What follows belongs to an exercise in optimizing a design on an open flow for a short achievable clock period and few clock cycles per item; a production flow would make more cautious choices. Only simulation tests tie the RTL to the original design; equivalence was not proved. No activity file was given, so power comes from the tool's default toggle rates.

==> design.v <==
module wav12_expander (
    input  wire        clk,
    input  wire        rst,
    input  wire        start,
    input  wire        cfg_fmt,
    input  wire [3:0]  cfg_shift,
    input  wire [15:0] cfg_nsamples,
    input  wire [16:0] cfg_vol,
    output wire        idle,
    output wire        done,
    output wire [1:0]  status,
    input  wire        in_valid,
    input  wire [7:0]  in_data,
    input  wire        in_last,
    output wire        in_ready,
    output wire        out_valid,
    input  wire        out_ready,
    output wire [15:0] out_sample,
    output wire [31:0] out_scaled
);
    localparam [1:0] ST_OK        = 2'd0;
    localparam [1:0] ST_EXHAUSTED = 2'd1;
    localparam [1:0] ST_RANGE     = 2'd2;
    localparam integer AW  = 40;     
    localparam integer QD  = 8;      
    localparam integer CAP = QD + 1;
    integer i, j, k;
    function [31:0] ks32;
        input [31:0] a, b;
        input        cin;
        reg   [31:0] g, p, gg, pp;
        integer      d, n;
        begin
            g  = a & b;
            p  = a ^ b;
            gg = g;
            pp = p;
            gg[0] = g[0] | (p[0] & cin);
            for (d = 1; d < 32; d = d * 2)
                for (n = 31; n >= d; n = n - 1) begin
                    gg[n] = gg[n] | (pp[n] & gg[n-d]);
                    pp[n] = pp[n] & pp[n-d];
                end
            ks32 = p ^ {gg[30:0], cin};
        end
    endfunction
    function [63:0] csa;
        input [31:0] a, b, c;
        reg   [31:0] s, cy;
        begin
            s   = a ^ b ^ c;
            cy  = (a & b) | (a & c) | (b & c);
            csa = {cy[30:0], 1'b0, s};
        end
    endfunction
    reg        busy;
    reg        idle_r;
    reg        done_r;
    reg [1:0]  status_r;
    reg        fmt;
    reg [3:0]  shift;         
    reg [16:0] vol;
    reg [31:0] vs;            
    reg [31:0] nvs;           
    reg [19:0] rmask;         
    reg        dec_go;        
    reg        go;            
    reg [15:0] rem;           
    reg        rem_is1;
    reg        last_in;       
    reg        exh_f;
    reg        rng_f;
    wire start_take = start & idle_r;
    reg [AW-1:0] acc;         
    reg [AW:1]   T;           
    reg          in_ready_r;
    wire [AW+1:0] Tx = {1'b0, T, 1'b1};      
    reg  [AW:0]   OH;                        
    always @(*)
        for (j = 0; j <= AW; j = j + 1)
            OH[j] = Tx[j] & ~Tx[j+1];
    reg [19:0] Unext;
    always @(*) begin
        Unext = 20'd0;
        for (i = 0; i < 20; i = i + 1)
            for (j = 1; j <= AW; j = j + 1)
                if (j - 1 - i >= 0)
                    Unext[19-i] = Unext[19-i] | (OH[j] & acc[j-1-i]);
    end
    reg [3:0]  cj;
    reg [20:6] Lj;
    reg [AW:1] H;
    reg [AW:1] N [1:AW];
    reg        tk;
    always @(*) begin
        for (j = 1; j <= AW; j = j + 1) begin
            cj[3] = acc[j-1];
            cj[2] = (j >= 2) ? acc[j-2] : 1'b0;
            cj[1] = (j >= 3) ? acc[j-3] : 1'b0;
            cj[0] = (j >= 4) ? acc[j-4] : 1'b0;
            Lj = 15'd0;
            if (!fmt)
                Lj[16] = 1'b1;
            else if (cj == 4'd15)
                Lj[20] = 1'b1;
            else
                for (k = 0; k < 15; k = k + 1)
                    if (cj == k) Lj[k+6] = 1'b1;
            H[j] = 1'b0;
            for (k = 6; k <= 20; k = k + 1)
                if (k <= j) H[j] = H[j] | Lj[k];
            for (i = 1; i <= AW; i = i + 1) begin
                if (i > j)
                    N[j][i] = 1'b0;
                else begin
                    tk = 1'b0;
                    for (k = 6; k <= 20; k = k + 1)
                        if (j - k >= i) tk = tk | Lj[k];
                    N[j][i] = ~H[j] | tk;
                end
            end
        end
    end
    reg          have;
    reg [AW:1]   Tc;
    always @(*) begin
        have = 1'b0;
        for (j = 1; j <= AW; j = j + 1)
            have = have | (OH[j] & H[j]);
        for (i = 1; i <= AW; i = i + 1) begin
            Tc[i] = 1'b0;
            for (j = i; j <= AW; j = j + 1)
                Tc[i] = Tc[i] | (OH[j] & N[j][i]);
        end
    end
    wire       issue   = go & have;
    wire       exh_now = busy & dec_go & ~have & last_in;
    wire       take    = in_valid & in_ready_r;
    wire [AW:1] Ti = go ? Tc : T;
    wire [AW:1] Tn = take ? {Ti[AW-8:1], 8'hff} : Ti;
    reg        vU;
    reg [19:0] U;
    wire [3:0]  cU   = U[19:16];
    wire        escU = ~fmt | (cU == 4'd15);
    wire [15:0] rawU = fmt ? U[15:0] : {U[11:4], U[19:12]};
    wire [15:0] mU16 = {U[14:0], 1'b0} >> (~cU);     
    wire [14:0] mU   = mU16[14:0];
    wire        gU   = U[15];
    reg         vM;
    reg         escM;
    reg  [15:0] rawM;
    reg  [16:0] mmM;        
    reg         cinM;
    reg  [19:0] p1;         
    reg  [15:0] p2;
    reg  [19:0] E;          
    reg         vP;
    wire [31:0] p1w  = {{16{p1[15]}}, p1[15:0]};
    wire [31:0] p2w  = {{16{p2[15]}}, p2};
    wire [31:0] Ew   = {{12{E[19]}}, E};
    wire [31:0] mmw  = {{15{mmM[16]}}, mmM};
    wire [63:0] px1  = csa(p1w, {p1w[30:0], 1'b0}, Ew);
    wire [63:0] px2  = csa(px1[31:0], px1[63:32], mmw);
    wire [31:0] sumP = ks32(px2[31:0], px2[63:32], cinM);
    wire [19:0] xP   = escM ? {{4{rawM[15]}}, rawM} : sumP[19:0];
    wire [63:0] pe1  = csa(p2w, ~p1w, ~{p1w[30:0], 1'b0});
    wire [31:0] Enx  = ks32(pe1[31:0], {pe1[63:33], 1'b1}, 1'b1);
    wire [19:0] rdiff = p1 ^ {20{p1[19]}};
    wire        in_range = ~|(rdiff & rmask);
    wire        kill = vP & ~in_range;
    wire [15:0] yR_n = p1[15:0] << shift;
    wire [31:0] pv1 = vs;
    wire [31:0] pv2 = {vs[30:0], 1'b0};
    wire [31:0] nv1 = nvs;
    wire [31:0] nv2 = {nvs[30:0], 1'b0};
    reg [31:0] brow [0:7];
    reg [2:0]  bd;
    reg [31:0] bsel;
    always @(*) begin
        for (i = 0; i < 8; i = i + 1) begin
            bd = {p1[2*i+1], p1[2*i], (i == 0) ? 1'b0 : p1[2*i-1]};
            case (bd)
                3'b001, 3'b010: bsel = pv1;
                3'b011:         bsel = pv2;
                3'b100:         bsel = nv2;
                3'b101, 3'b110: bsel = nv1;
                default:        bsel = 32'd0;
            endcase
            brow[i] = bsel << (2 * i);
        end
    end
    wire [63:0] c1a = csa(brow[0], brow[1], brow[2]);
    wire [63:0] c1b = csa(brow[3], brow[4], brow[5]);
    wire [63:0] c2a = csa(c1a[31:0], c1a[63:32], c1b[31:0]);
    wire [63:0] c2b = csa(c1b[63:32], brow[6], brow[7]);
    wire [63:0] c3a = csa(c2a[31:0], c2a[63:32], c2b[31:0]);
    reg         vR;
    reg  [15:0] yR;
    reg  [31:0] r0, r1, r2;
    wire [63:0] c4a = csa(r0, r1, r2);
    reg         vS;
    reg  [15:0] yS;
    reg  [31:0] zS;
    reg         ov;
    reg  [15:0] oy;
    reg  [31:0] oz;
    reg  [47:0] q [0:QD-1];
    reg  [2:0]  qw, qr;
    reg  [3:0]  qn;
    reg  [CAP:1] occ;       
    wire pop    = ov & out_ready;
    wire oload  = pop | ~ov;
    wire qempty = (qn == 4'd0);
    wire [47:0] qhead = q[qr];
    wire q_push = vS & ~(oload & qempty);
    wire q_pop  = oload & ~qempty;
    wire pipe_empty = ~vU & ~vM & ~vP & ~vR & ~vS & qempty;
    wire fin = busy & ~dec_go & pipe_empty & (~ov | pop) & last_in & ~done_r;
    wire [CAP+1:0] occx = {1'b0, occ, 1'b1};
    wire [CAP:1]   occ_up = occx[CAP-1:0];
    wire [CAP:1]   occ_dn = occx[CAP+1:2];
    wire [CAP:1]   occ_n  = (issue & ~pop) ? occ_up : (pop & ~issue) ? occ_dn : occ;
    wire dec_go_n = dec_go & ~(issue & rem_is1) & ~exh_now & ~kill;
    always @(posedge clk) begin
        if (take) acc <= {acc[AW-9:0], in_data};
        U <= Unext;
        escM <= escU;
        rawM <= rawU;
        mmM  <= gU ? {2'b00, mU} : ~{2'b00, mU};
        cinM <= ~gU;
        if (vM) begin
            p1 <= xP;
            p2 <= p1[15:0];
            E  <= Enx[19:0];
        end
        yR <= yR_n;
        r0 <= c3a[31:0];
        r1 <= c3a[63:32];
        r2 <= c2b[63:32];
        yS <= yR;
        zS <= ks32(c4a[31:0], c4a[63:32], 1'b0);
        if (oload) begin
            if (!qempty) begin
                oy <= qhead[47:32];
                oz <= qhead[31:0];
            end else begin
                oy <= yS;
                oz <= zS;
            end
        end
        if (q_push) q[qw] <= {yS, zS};
        vs  <= {15'd0, vol} << shift;
        nvs <= 32'd0 - vs;
        if (issue) begin
            rem     <= rem - 16'd1;
            rem_is1 <= (rem == 16'd2);
        end
        if (rst) begin
            busy       <= 1'b0;
            idle_r     <= 1'b1;
            done_r     <= 1'b0;
            status_r   <= ST_OK;
            dec_go     <= 1'b0;
            go         <= 1'b0;
            in_ready_r <= 1'b0;
            vU <= 1'b0; vM <= 1'b0; vP <= 1'b0; vR <= 1'b0; vS <= 1'b0;
            ov <= 1'b0;
            qw <= 3'd0; qr <= 3'd0; qn <= 4'd0;
            occ <= {CAP{1'b0}};
            T <= {AW{1'b0}};
            last_in <= 1'b0;
            exh_f <= 1'b0;
            rng_f <= 1'b0;
        end else begin
            T <= Tn;
            in_ready_r <= ~Tn[AW-7] | ~dec_go;
            if (take & in_last) last_in <= 1'b1;
            vU <= issue & ~kill;
            vM <= vU & ~kill;
            vP <= vM & ~kill;
            vR <= vP & ~kill;
            vS <= vR;
            dec_go <= dec_go_n;
            go     <= dec_go_n & ~occ_n[CAP];
            if (exh_now) exh_f <= 1'b1;
            if (kill)    rng_f <= 1'b1;
            occ <= occ_n;
            if (oload) ov <= ~qempty | vS;
            if (q_push) qw <= qw + 3'd1;
            if (q_pop)  qr <= qr + 3'd1;
            qn <= qn + {3'd0, q_push} - {3'd0, q_pop};
            done_r <= 1'b0;
            if (fin) begin
                busy     <= 1'b0;
                idle_r   <= 1'b1;
                done_r   <= 1'b1;
                status_r <= rng_f ? ST_RANGE : exh_f ? ST_EXHAUSTED : ST_OK;
            end
            if (start_take) begin
                busy       <= 1'b1;
                idle_r     <= 1'b0;
                fmt        <= cfg_fmt;
                shift      <= cfg_fmt ? cfg_shift : 4'd0;
                vol        <= cfg_vol;
                rem        <= cfg_nsamples;
                rem_is1    <= (cfg_nsamples == 16'd1);
                dec_go     <= (cfg_nsamples != 16'd0);
                go         <= (cfg_nsamples != 16'd0);
                T          <= {AW{1'b0}};
                in_ready_r <= 1'b1;
                last_in    <= 1'b0;
                exh_f      <= 1'b0;
                rng_f      <= 1'b0;
                occ        <= {CAP{1'b0}};
                p1 <= 20'd0;
                p2 <= 16'd0;
                E  <= 20'd0;
            end
        end
    end
    always @(posedge clk) begin
        for (i = 0; i < 20; i = i + 1)
            rmask[i] <= fmt && (i >= 15 - shift);
    end
    assign idle       = idle_r;
    assign done       = done_r;
    assign status     = status_r;
    assign in_ready   = in_ready_r;
    assign out_valid  = ov;
    assign out_sample = oy;
    assign out_scaled = oz;
endmodule
==> flow/run.sh <==
#!/bin/bash
set -euo pipefail
MARGIN=${MARGIN:-6.5}
sed "s/CLKGATE_MAP_FILE= /CLKGATE_MAP_FILE= SETUP_SLACK_MARGIN=${MARGIN} /" standard.sh > standard_margin.sh
grep -q "SETUP_SLACK_MARGIN=${MARGIN}" standard_margin.sh
bash standard_margin.sh > flow_make.log 2>&1
==> standard.sh <==
#!/bin/bash
# synth_recipe.tcl (not shown) runs the flow's synth.tcl, then flattens the netlist and writes it again
# the make line also repeats each setting of config.mk as NAME=value (left out here)
make -C /OpenROAD-flow-scripts/flow DESIGN_CONFIG=/design/flow/config.mk WORK_HOME=/design/flow/orfs CLKGATE_MAP_FILE= SYNTH_SCRIPT=/design/flow/synth_recipe.tcl "${@:-finish}"
==> config.mk <==
export PLATFORM = sky130hd
export DESIGN_NAME = wav12_expander
export DESIGN_NICKNAME = wav12_expander
export VERILOG_FILES = /design/flow/design.v
export SDC_FILE = /design/flow/constraint.sdc
export NUM_CORES = 4
export LEC_CHECK = 0
export CAP_MARGIN = 20
export CORE_MARGIN = 2
export CORE_UTILIZATION = 40
export PLACE_DENSITY = 0.6
export SLEW_MARGIN = 20
==> constraint.sdc <==
create_clock -name core_clock -period 10.0 [get_ports {clk}]
set_input_delay 2.0000 -clock core_clock [delete_from_list [all_inputs] [get_ports {clk}]]
set_output_delay 2.0000 -clock core_clock [all_outputs]
set_load 0.01 [all_outputs]
==> summary.txt <==
Logic synthesis
  – Post-Syn Nets: 5,673
  – Synth top area cells: edfxtp_1 (28%), dfxtp_1 (16%), fa_1 (6.7%)
  – Seq/Total Area, Yosys: 43.5%
  – Syn. warnings: 3
  – Yosys top cell by area: edfxtp_1
  – EDFF count, synth: 494
  – Post-Synthesis Cells: 5,308
  – Synth async-reset ratio: 0%
  – Top-count cell post-synth: nand2_1
  – Synth top cells by count: nand2_1 (508), edfxtp_1 (494), clkbuf_1 (453)
  – Syn Area/Cell: 10.1 sq um
  – Register bit total from synthesis: 922
  – Top FF cell, synth: edfxtp_1
  – Synth Cell Area: 53,800 sq um
  – Unique masters post-synth: 79
  – Yosys top cell area share: 27.6%

Layout
  – Fraction of layout cells with a size suffix above 1: 15.4%
  – FF/Latch Area: 23,500 sq um
  – Final Net Count: 5,623
  – Area of the multi-input gates: 28,500 sq um
  – Filler cell count: 12,400
  – Area growth, synth to finish: 15.6%

Place
  – Pre-CTS setup slack: 4.82 ns
  – Port buffer count: 105
  – Routability cong.: 0.977
  – HPWL after DPL: 122 mm

Pwr
  – Clock power frac: 22.2%
  – Switching fraction of total power: 39.4%
  – Peak supply drop: 0.155 mV
  – Sequential fraction of design power: 32.8%
  – Power Density: 269 nW/um^2
  – Net load switching power: 6580 uW
  – Internal: 10,100 uW
  – Leak Pwr: 0.0226 uW
  – Combinational share of power: 44.9%

Floorplan
  – Starting Density: 40.3%
  – Top Ports: 106
  – Die H: 371 microns
  – # rows: 134
  – Die Width: 371 microns
  – Die area: 137,000 sq um
  – Core ar.: 133,000 sq um

Setup path
  – Worst EP required: 10.62 ns
  – Startpoint Class: register
  – Most used cell along the critical path: fa_1
  – CP cell instances: fa_1, inv_1, fa_1, fa_2, nor2b_4, o2111ai_2, and3_4, o31a_1, o21ai_2, a21o_1, a31oi_1, o211ai_1, nor3b_2
  – Worst Path Arrival: 4.21 ns
  – R2R setup slack: 6.41 ns
  – Largest stage delay, worst path: 0.50 ns
  – CP max-delay cell: fa_1
  – Reg2reg end: p1[18]
  – Reg-to-reg startpoint: p1[0]
  – Max FO, Critical Path: 4
  – WS Path Type: register to register
  – Crit end category: register
  – Worst-case reg-to-reg path depth: 13

Outcome
  – Status: finished clean

CTS
  – Root buf cell: clkbuf_16
  – Clock slew at reported path FFs: 0.06 ns
  – Sink Count: 922
  – Inserted Clock Buffers: 101
  – CTS tree: yes
  – Hold_buf cts: 0
  – H-tree Lvls: 3
  – Clock Tree Buf Depth: 3
  – Worst skew pair latency: 0.75 ns

GRT
  – Total GRT Usage: 27.9%
  – Largest net degree at the start of global routing: 98
  – Initial antenna violation count: 4
  – Global-route wire length before repair: 293 mm
  – Number of global-route vias before repair: 44,700
  – Total gr overflow: 0

Min path
  – Hold Path Cell Cnt: 0
  – Hold crit path type: register to register
  – Hold Path End: yS[4]
  – Hold path startpoint: yR[4]

Detailed routing
  – Routed Antenna Nets: 0
  – Routed len/inst: 28.2 microns
  – DRT iter0 DRCs: 8,395
  – Vias per Instance: 6.48
  – Residual DRC count: 0
  – Final wirelength: 201 mm
  – Pre-antenna DRT Iters: 15
  – Vias post-DR: 46,100

STA
  – RSZ-0062 raised after global routing: true
  – Fmax: 0.278 GHz
  – Final period util: 35.9%
  – Slew @ Worst Pin: 1.22 ns
  – Max Transition Viols Final: 0
  – Max-slew headroom: 18.4%
  – Worst setup margin: 6.41 ns
  – Final min period: 3.59 ns
  – Clock Skews: 0.0682 ns
  – Setup Viol. Count Final: 0
  – Setup TNS: 0 ns
  – Fin. Hold Viols: 0

Run
  – Number of max-cap violations: 0
## critical path, delay by kind of cell, from the launching register on
kind | cells | cell delay [ns]
AO/OA/AOI/OAI | 6 | 1.10
flip-flops | 1 | 0.37
adder cells (fa/ha/maj) | 3 | 1.38
buffers and inverters | 1 | 0.05
AND/OR/NAND/NOR | 3 | 0.54
## layer usage
| metal | track usage, % | up-vias | wire length [microns] |
|---|---|---|---|
| met4 | 12.2 | 2 | 11100 |
| li1 | - | 19700 | - |
| met5 | 0 | - | 7 |
| met1 | 38.8 | 22200 | 82700 |
| met2 | 40.5 | 3257 | 83600 |
| met3 | 7.74 | 870 | 23100 |
## timing repair
item,CTS,global route
resized for setup,229,132
pin swaps,86,163
buffers inserted,65,56
setup endpoints to repair,652,192
gates cloned,10,12
## power by group through the flow
stage	Sequential (uW)	Clock, uW	Combinational (uW)
CTS	5530	3790	7030
detailed placement	5630	0	6630
finish	5490	3720	7510
floorplan	5200	0	4940
global placement	5620	0	6570
global route	5570	3940	8330
## how the worst max path moves through the flow
| stage | from | endpoint | slack, ns |
|---|---|---|---|
| global route | E[1] | p1[18] | 6.30 |
| floorplan | out_ready | q[0][0] | 5.55 |
| finish | p1[0] | p1[18] | 6.41 |
| CTS | p1[3] | r0[31] | 6.40 |
| detailed placement | out_ready | q[2][23] | 4.82 |
| global placement | out_ready | q[2][19] | 4.84 |
## metrics by stage
step                power, uW  hold WS, ns  util (%)  cell area [sq um]  cells
floorplan               10100        0.310         -              54100   5308
global placement        12200        0.313      42.3              56500   6779
detailed placement      12300        0.312      42.3              56500   6779
CTS                     16400        0.321      45.7              61000   7043
global route            17800        0.330      46.6              62200   7112
finish                  16700        0.327      46.6              62200   7117
## registers in the layout, indices dropped and copies added, names as in the netlist, 17 cells and up, named ones only
signal	count
nvs	32
zS	32
vs	32
U	20
q	384
p1	20
r1	27
r2	19
T	40
vol	17
r0	32
oz	32
acc	40
E	20
## layout make-up
type                            instances  share of cell area, %
Inverter                              219                   1.39
Tap cell                             1768                   3.56
Multi-Input combinational cell       3636                   45.8
Clock buffer                          135                   4.49
Sequential cell                       922                   37.8
Antenna cell                            5                 0.0201
Timing Repair Buffer                  378                   6.04
Clock inverter                         54                  0.873
## logic make-up after synthesis
group	share of synthesized area (%)
AO/OA/AOI/OAI	18.5
buffers and inverters	5.30
adder cells (fa/ha/maj)	9.79
AND/OR/NAND/NOR	13.1
multiplexers	7.63
flip-flops	43.5
XOR/XNOR	2.17
## cells in the final DEF, fill, tap and decap left out, drive strengths merged, types with 66 or more instances in the layout
cell type,Yosys,final
nand3,131,131
xnor2,97,97
inv,219,218
a221oi,149,149
edfxtp,494,494
a222oi,113,113
nand4,79,79
mux4,103,103
a22o,132,132
mux2i,140,140
ha,133,133
a21oi,232,232
a22oi,205,205
nor2,410,411
nor2b,71,71
clkbuf,453,147
nand2,508,510
o21ai,244,244
nor3,80,80
dfxtp,428,428
nand2b,66,66
fa,180,180
buf,84,259
Testbench counts, summed over its fixed seeds: cycles 79,402, samples 56,206.

re-timing with driven ports:
The flow's constraints put no driver on any port. The routed layout listed below was extracted and timed again, unchanged, in two steps.
Step 1 (the two cells are an assumption about what drives the block):
set clk [get_ports {clk}]
set_driving_cell -lib_cell sky130_fd_sc_hd__clkbuf_16 $clk
set_driving_cell -lib_cell sky130_fd_sc_hd__buf_2 [delete_from_list [all_inputs] $clk]
Step 2 also shifts input and output timing later by t, the mid clock arrival at the registers, as if the neighbouring blocks saw the same clock.
a / b / c = ideal / step 1 / step 2; a / b = the first two.
t (ns): 0.802
setup slack, ns: 6.406 / 6.406 / 5.816
latest minus earliest clock arrival (ns): 0.087 / 0.087
cell pins on the clock port's net: 1
After both steps this run still meets setup and hold. For this run, drivers alone change the setup slack by 0.000 ns; drivers and shift together by -0.590 ns.
